This is an optimization exercise on Yosys and OpenROAD, whose aim is small area and few clock cycles, not a production implementation.
RTL that was checked went through simulation tests only; none was proved equivalent to the original.

== before ==
==> flow/design.v <==
module pid_proto (
    input  wire        clk,
    input  wire        rst,           
    input  wire        cmd_valid,
    output wire        cmd_ready,
    input  wire [31:0] cmd,
    output wire        rsp_valid,
    output wire [7:0]  rsp_status,
    output wire [31:0] rsp_value,
    output wire [1:0]  rsp_count,
    output wire [7:0]  rsp_byte0,
    output wire [7:0]  rsp_byte1
);
    function [15:0] crc_step;
        input [15:0] c_in;
        input [7:0]  b;
        reg   [15:0] c;
        integer      i;
        begin
            c = c_in ^ {8'h00, b};
            for (i = 0; i < 8; i = i + 1)
                c = c[0] ? ((c >> 1) ^ 16'h8408) : (c >> 1);
            crc_step = c;
        end
    endfunction
    reg [31:0] c;         
    reg        cv;        
    reg [15:0] ncrc;      
    reg [15:0] nvcrc;     
    reg [7:0]  vhold0;    
    reg [7:0]  vhold1;    
    reg [1:0]  vcnt;      
    reg [3:0]  rx;
    reg        legal;     
    reg        cok;
    assign cmd_ready = 1'b1;
    assign rsp_valid = cv;
    function is_permitted_ascii;
        input [7:0] x;
        begin
            is_permitted_ascii =
                (x >= 8'h41 && x <= 8'h5A) || (x >= 8'h61 && x <= 8'h7A) ||
                (x >= 8'h30 && x <= 8'h39) || (x == 8'h20) ||
                (x == 8'h21) || (x == 8'h23) || (x == 8'h24) || (x == 8'h26) ||
                (x == 8'h27) || (x == 8'h28) || (x == 8'h29) || (x == 8'h2A) ||
                (x == 8'h2B) || (x == 8'h2C) || (x == 8'h2D) || (x == 8'h2E) ||
                (x == 8'h2F) || (x == 8'h3A) || (x == 8'h3B) || (x == 8'h3C) ||
                (x == 8'h3D) || (x == 8'h3E) || (x == 8'h3F) || (x == 8'h5C);
        end
    endfunction
    wire in_zfc = ~|cmd[23:21];
    wire in_zfb = in_zfc & ~|cmd[20:8];
    wire in_zf0 = in_zfb & ~|cmd[7:0];
    reg  in_legal;
    always @(*) begin
        case (cmd[31:24])
            8'h10:                              in_legal = in_zfc;
            8'h11, 8'h21, 8'h31, 8'h41, 8'h51:  in_legal = in_zfb;
            8'h20, 8'h22, 8'h30, 8'h32, 8'h40, 8'h42,
            8'h50, 8'h52, 8'h53:                in_legal = in_zf0;
            default:                            in_legal = 1'b0;
        endcase
    end
    reg  in_ext;
    always @(*) begin
        case (cmd[20:0])
            21'h0000B7, 21'h002022, 21'h002500, 21'h002501, 21'h002588, 21'h002581:
                     in_ext = 1'b1;
            default: in_ext = 1'b0;
        endcase
    end
    wire in_asc = is_permitted_ascii(cmd[7:0]);
    wire in_hit = (in_asc & ~|cmd[20:8]) | in_ext;
    wire in_cok = cmd[24] ? in_asc : in_hit;
    wire [7:0]  b   = c[7:0];
    wire [2:0] gp = c[30:28];
    wire g1    = legal & ~gp[2] & ~gp[1] &  gp[0];
    wire g2    = legal & ~gp[2] &  gp[1] & ~gp[0];
    wire g3    = legal &  gp[1] &  gp[0];
    wire g4    = legal &  gp[2] & ~gp[0];
    wire g5    = legal &  gp[2] &  gp[0];
    wire [1:0] lo = c[25:24];
    wire s_enc   = g1 & ~lo[0];
    wire s_dec   = g1 &  lo[0];
    wire s_cinit = g2 & ~lo[1] & ~lo[0];
    wire s_cfeed = g2 &  lo[0];
    wire s_ctag  = g2 &  lo[1];
    wire s_vinit = g3 & ~lo[1] & ~lo[0];
    wire s_vfeed = g3 &  lo[0];
    wire s_vend  = g3 &  lo[1];
    wire s_fbe   = g4 & ~lo[0];               
    wire s_fbyte = g4 &  lo[0];
    wire s_rinit = g5 & lo == 2'd0;
    wire s_rbyte = g5 & lo == 2'd1;
    wire s_rend  = g5 & lo == 2'd2;
    wire s_rstat = g5 & lo == 2'd3;
    wire asc_ok  = cok;    
    wire enc_hit = cok;    
    wire ext_hit = c[13] | c[7];
    wire [2:0] ext_idx = ~c[13] ? 3'd0 : ~c[10] ? 3'd1 : {c[7], ~c[7], c[0]};
    reg [15:0] dec_x;
    always @(*) begin
        case (b)
            8'h22:   dec_x = 16'h0027;
            8'h80:   dec_x = 16'h00B7;
            8'h81:   dec_x = 16'h2022;
            8'h82:   dec_x = 16'h2500;
            8'h83:   dec_x = 16'h2501;
            8'h84:   dec_x = 16'h2588;
            8'h85, 8'h86, 8'h87:
                     dec_x = 16'h2581;
            default: dec_x = 16'hFFFD;
        endcase
    end
    wire [15:0] recv  = {vhold1, vhold0};
    wire        vfull = vcnt[1];
    wire        v_ok  = s_vend & vfull;
    wire        v_bad = recv != nvcrc;
    wire rx_err   = rx[3];
    wire b_dle    = b == 8'h10;
    wire b_stx    = b == 8'h02;
    wire b_etx    = b == 8'h03;
    wire rx_start = ~rx[3] & ~rx[2] & ~rx[1] & ~rx[0];
    wire rx_hdr   = ~rx[3] & ~rx[1] &  rx[0];
    wire rx_data  = ~rx[3] &  rx[1] & ~rx[0];
    wire rx_esc   = ~rx[3] &  rx[1] &  rx[0];
    wire rx_done  = ~rx[3] &  rx[2];
    reg [2:0] why_n;
    always @(*) begin
        why_n = 3'd0;
        if (rx_start & ~b_dle)              why_n = 3'd2;
        if (rx_hdr & ~b_stx)                why_n = 3'd3;
        if (rx_esc & ~b_dle & ~b_etx)       why_n = 3'd4;
        if (rx_done)                        why_n = 3'd5;
    end
    wire rb_err = s_rbyte & (rx_err | why_n != 3'd0);
    wire re_err = s_rend & ~rx_done;
    wire s_val = s_enc & ~enc_hit;
    wire s_raw = ~legal | s_val | (s_dec & asc_ok);   
    wire s_decx = s_dec & ~asc_ok;
    wire s_prot = (s_vend & ~vfull) | rb_err | re_err;
    assign rsp_status = {5'd0, ~legal, (v_ok & v_bad) | s_val, s_prot | s_val};
    wire [3:0] sval =
        ({4{s_vend & ~vfull}} & 4'd1) |
        ({4{rb_err}} & (rx_err ? {1'b0, rx[2:0]} : {1'b0, why_n})) |
        ({4{re_err}} & (rx_err ? {1'b0, rx[2:0]} : 4'd6)) |
        ({4{s_rstat}} & {1'b0, rx_err | rx[2], rx_err | rx[1], rx_err | rx[0]});
    assign rsp_value[31:24] = ({8{~legal}} & c[31:24]) | ({8{v_ok}} & nvcrc[15:8]);
    assign rsp_value[23:16] = ({8{s_raw}} & c[23:16]) | ({8{v_ok}} & nvcrc[7:0]);
    assign rsp_value[15:8]  = ({8{s_raw}} & c[15:8]) | ({8{s_decx}} & dec_x[15:8]) |
                              ({8{s_ctag}} & ncrc[15:8]) | ({8{v_ok}} & recv[15:8]);
    assign rsp_value[7:4]   = ({4{s_raw}} & c[7:4]) | ({4{s_decx}} & dec_x[7:4]) |
                              ({4{s_ctag}} & ncrc[7:4]) | ({4{v_ok}} & recv[7:4]) |
                              ({4{s_rstat & rx_err}} & {1'b0, rx[2:0]});
    assign rsp_value[3:0]   = ({4{s_raw}} & c[3:0]) | ({4{s_decx}} & dec_x[3:0]) |
                              ({4{s_ctag}} & ncrc[3:0]) | ({4{v_ok}} & recv[3:0]) | sval;
    assign rsp_count[1] = s_ctag | s_fbe | (s_fbyte & b_dle);
    assign rsp_count[0] = (s_enc & enc_hit) | (s_vfeed & vfull) | (s_fbyte & ~b_dle) |
                          (s_rbyte & ((rx_data & ~b_dle) | (rx_esc & b_dle)));
    wire [1:0] grp = c[29:28];
    assign rsp_byte0 =
        (grp == 2'd2) ? ncrc[7:0] :
        (grp == 2'd3) ? vhold0 :
        (~c[30] & ext_hit) ? {5'b10000, ext_idx} :
        (b | {3'd0, c[30] & ~c[24], 4'd0});   
    assign rsp_byte1 =
        (grp == 2'd2) ? ncrc[15:8] :
        c[24] ? 8'h10 : {7'd1, c[25]};
    wire [15:0] crc_f  = ~crc_step(~ncrc, b);
    wire [15:0] vcrc_f = ~crc_step(~nvcrc, vhold0);
    wire        vshift = cv & s_vfeed;
    wire        c_ld   = cv & s_cfeed & ~rst;
    wire        c_hold = ~rst & ~(cv & (s_cinit | s_cfeed));
    wire        v_ld   = cv & s_vfeed & vfull & ~rst;
    wire        v_hold = ~rst & ~(cv & (s_vinit | s_vend | (s_vfeed & vfull)));
    wire [15:0] ncrc_d  = ({16{c_ld}} & crc_f)  | ({16{c_hold}} & ncrc);
    wire [15:0] nvcrc_d = ({16{v_ld}} & vcrc_f) | ({16{v_hold}} & nvcrc);
    always @(posedge clk) begin
        c     <= cmd;
        legal <= in_legal;
        cok   <= in_cok;
        ncrc  <= ncrc_d;
        nvcrc <= nvcrc_d;
        if (rst) begin
            cv    <= 1'b0;
            vcnt  <= 2'd0;
            rx    <= 4'd0;
        end else begin
            cv <= cmd_valid;
            if (cv) begin
                if (s_vinit | s_vend)
                    vcnt <= 2'd0;
                else if (s_vfeed & ~vfull)
                    vcnt <= {vcnt[0], 1'b1};
                if (s_rinit | s_rend)
                    rx <= 4'd0;
                else if (s_rbyte & ~rx_err) begin
                    if (why_n != 3'd0)
                        rx <= {1'b1, why_n};
                    else if (rx_start)
                        rx <= 4'd1;
                    else if (rx_hdr)
                        rx <= 4'd2;
                    else if (rx_data)
                        rx <= b_dle ? 4'd3 : 4'd2;
                    else   
                        rx <= b_dle ? 4'd2 : 4'd4;
                end
            end
        end
        if (vshift) begin
            vhold1 <= b;
            vhold0 <= vhold1;
        end
    end
endmodule
==> flow/config.mk <==
export PLATFORM = sky130hd
export DESIGN_NAME = pid_proto
export DESIGN_NICKNAME = pid_proto
export VERILOG_FILES = /design/flow/design.v
export SDC_FILE = /design/flow/constraint.sdc
export NUM_CORES = 4
export LEC_CHECK = 0
export CAP_MARGIN = 20
export CORE_MARGIN = 2
export CORE_UTILIZATION = 60
export SLEW_MARGIN = 20
==> flow/constraint.sdc <==
create_clock -name core_clock -period 4.0 [get_ports {clk}]
set_input_delay 0.8000 -clock core_clock [delete_from_list [all_inputs] [get_ports {clk}]]
set_output_delay 0.8000 -clock core_clock [all_outputs]
set_load 0.01 [all_outputs]
standard.sh (not shown) runs the stock make flow with config.mk's settings and CLKGATE_MAP_FILE= SYNTH_SCRIPT=/design/flow/synth_recipe.tcl, a recipe that flattens the netlist after the stock synthesis.
==> flow/flow/run.sh <==
#!/bin/bash
# Layout flow: the standard ORFS flow (standard.sh), with these changes.
#  - Synthesis is the standard flow's own script (synth_recipe.tcl) with only the ABC
#    mapping script swapped for flow/abc_area.script: ORFS's speed script
#    with the delay relaxed (&nf -R 1000) and without ABC's buffering and
#    up-sizing passes. Registers are untouched (ABC maps only the logic).
#  - The port buffers are sky130_fd_sc_hd__buf_1 (one per port, as usual).
#  - Clock tree: sky130_fd_sc_hd__clkbuf_8 buffers, no dummy loads.
#  - Timing-driven global placement keeps no resizer changes
#    (GPL_KEEP_OVERFLOW=0).
# Each run's full output goes to a log file of its own in this folder
# (synth.log, layout.log); ORFS also keeps per-step logs under orfs/logs.
set -euo pipefail
here=$(pwd)
{
  head -n 1 synth_recipe.tcl
  cat <<TCL
proc abc {args} {
  set i [lsearch -exact \$args -script]
  if { \$i >= 0 } { lset args [expr {\$i + 1}] $here/flow/abc_area.script }
  yosys abc {*}\$args
}
TCL
  tail -n +2 synth_recipe.tcl
} > my_synth.tcl
sed "s|SYNTH_SCRIPT=[^ ]*|SYNTH_SCRIPT=$here/my_synth.tcl|" standard.sh > my_standard.sh
grep -q "SYNTH_SCRIPT=$here/my_synth.tcl" my_standard.sh
export GPL_KEEP_OVERFLOW=0
export BUFFER_PORTS_ARGS="-buffer_cell sky130_fd_sc_hd__buf_1"
export CTS_ARGS="-sink_clustering_enable -repair_clock_nets -dont_use_dummy_load -buf_list sky130_fd_sc_hd__clkbuf_8"
bash my_standard.sh synth > synth.log 2>&1
bash my_standard.sh finish > layout.log 2>&1
==> flow/flow/abc_area.script <==
&get -n
&st
&dch
&nf -R 1000
&st
&syn2
&if -g -K 6
&synch2
&nf -R 1000
&st
&syn2
&if -g -K 6
&synch2
&nf -R 1000
&st
&syn2
&if -g -K 6
&synch2
&nf -R 1000
&st
&syn2
&if -g -K 6
&synch2
&nf -R 1000
&st
&syn2
&if -g -K 6
&synch2
&nf -R 1000
&put
topo
stime -c
dnsize -c
before: no failed stages, no open violations at the end
Inputs modified between before and after:
-- flow/design.v --
<<< before, line 33
    reg [3:0]  rx;
    reg        legal;     
    reg        cok;
    assign cmd_ready = 1'b1;
    assign rsp_valid = cv;
>>> after, line 33
    reg [3:0]  rx;
    reg        legal;     
    reg        hit;       
    reg        asc;       
    assign cmd_ready = 1'b1;
    assign rsp_valid = cv;
<<< before, line 72
    wire in_asc = is_permitted_ascii(cmd[7:0]);
    wire in_hit = (in_asc & ~|cmd[20:8]) | in_ext;
    wire in_cok = cmd[24] ? in_asc : in_hit;
    wire [7:0]  b   = c[7:0];
    wire [2:0] gp = c[30:28];
>>> after, line 73
    wire in_asc = is_permitted_ascii(cmd[7:0]);
    wire in_hit = (in_asc & ~|cmd[20:8]) | in_ext;
    wire [7:0]  b   = c[7:0];
    wire [2:0] gp = c[30:28];
<<< before, line 95
    wire s_rend  = g5 & lo == 2'd2;
    wire s_rstat = g5 & lo == 2'd3;
    wire asc_ok  = cok;    
    wire enc_hit = cok;    
    wire ext_hit = c[13] | c[7];
    wire [2:0] ext_idx = ~c[13] ? 3'd0 : ~c[10] ? 3'd1 : {c[7], ~c[7], c[0]};
    reg [15:0] dec_x;
>>> after, line 95
    wire s_rend  = g5 & lo == 2'd2;
    wire s_rstat = g5 & lo == 2'd3;
    wire asc_ok  = asc;
    wire enc_hit = hit;
    wire ext_hit = hit & (c[13] | c[7]);
    wire [2:0] ext_idx = ~c[13] ? 3'd0 : ~c[10] ? 3'd1 : {c[7], ~c[7], c[0]};
    reg [15:0] dec_x;
<<< before, line 179
        c     <= cmd;
        legal <= in_legal;
        cok   <= in_cok;
        ncrc  <= ncrc_d;
        nvcrc <= nvcrc_d;
>>> after, line 179
        c     <= cmd;
        legal <= in_legal;
        hit   <= in_hit;
        asc   <= in_asc;
        ncrc  <= ncrc_d;
        nvcrc <= nvcrc_d;
[summary]
From before to after, count of input and output buffers did not move at all.
Relative to before, worst hold path cell count increased by 2 in after.
Inverter count ends up lower on before.
Between before and after, the clock slew at the register clock pins of the worst setup and hold paths does not differ in any meaningful way.
Final critical-path required period ends up lower on before.
Testbench counts of after, summed over its fixed seeds: cycles 48,189.
For before, only the layout was checked, not whether the RTL still works.

static timing again, ports no longer ideal:
The flow's constraints put no driver on any port. The routed layouts listed below were extracted and timed again, unchanged, in two steps.
Step 1, drivers: a clkbuf_16 drives clk and a buf_2 each remaining input, both assumed.
Step 2 adds t to the input delays and takes it off the output delays; t is the mean of the earliest and latest rising clock arrival at the registers after step 1. Input paths then give back, and output paths get back, about the clock's delay inside the block.
Slacks: ideal ports / drivers / drivers and shift; pairs: ideal ports / drivers.
| run | shift t [ns] | setup WS [ns] | hold WS [ns] | worst register clock-pin slew, ns | worst slew at a driven data input, ns |
|---|---|---|---|---|---|
| before | 0.378 | 0.221 / 0.188 / 0.565 | 0.513 / 0.513 / 0.513 | 0.09 / 0.09 | 0.03 |
| after | 0.382 | 0.138 / 0.105 / 0.486 | 0.511 / 0.511 / 0.511 | 0.09 / 0.09 | 0.03 |
After both steps setup and hold are still met in every run listed.
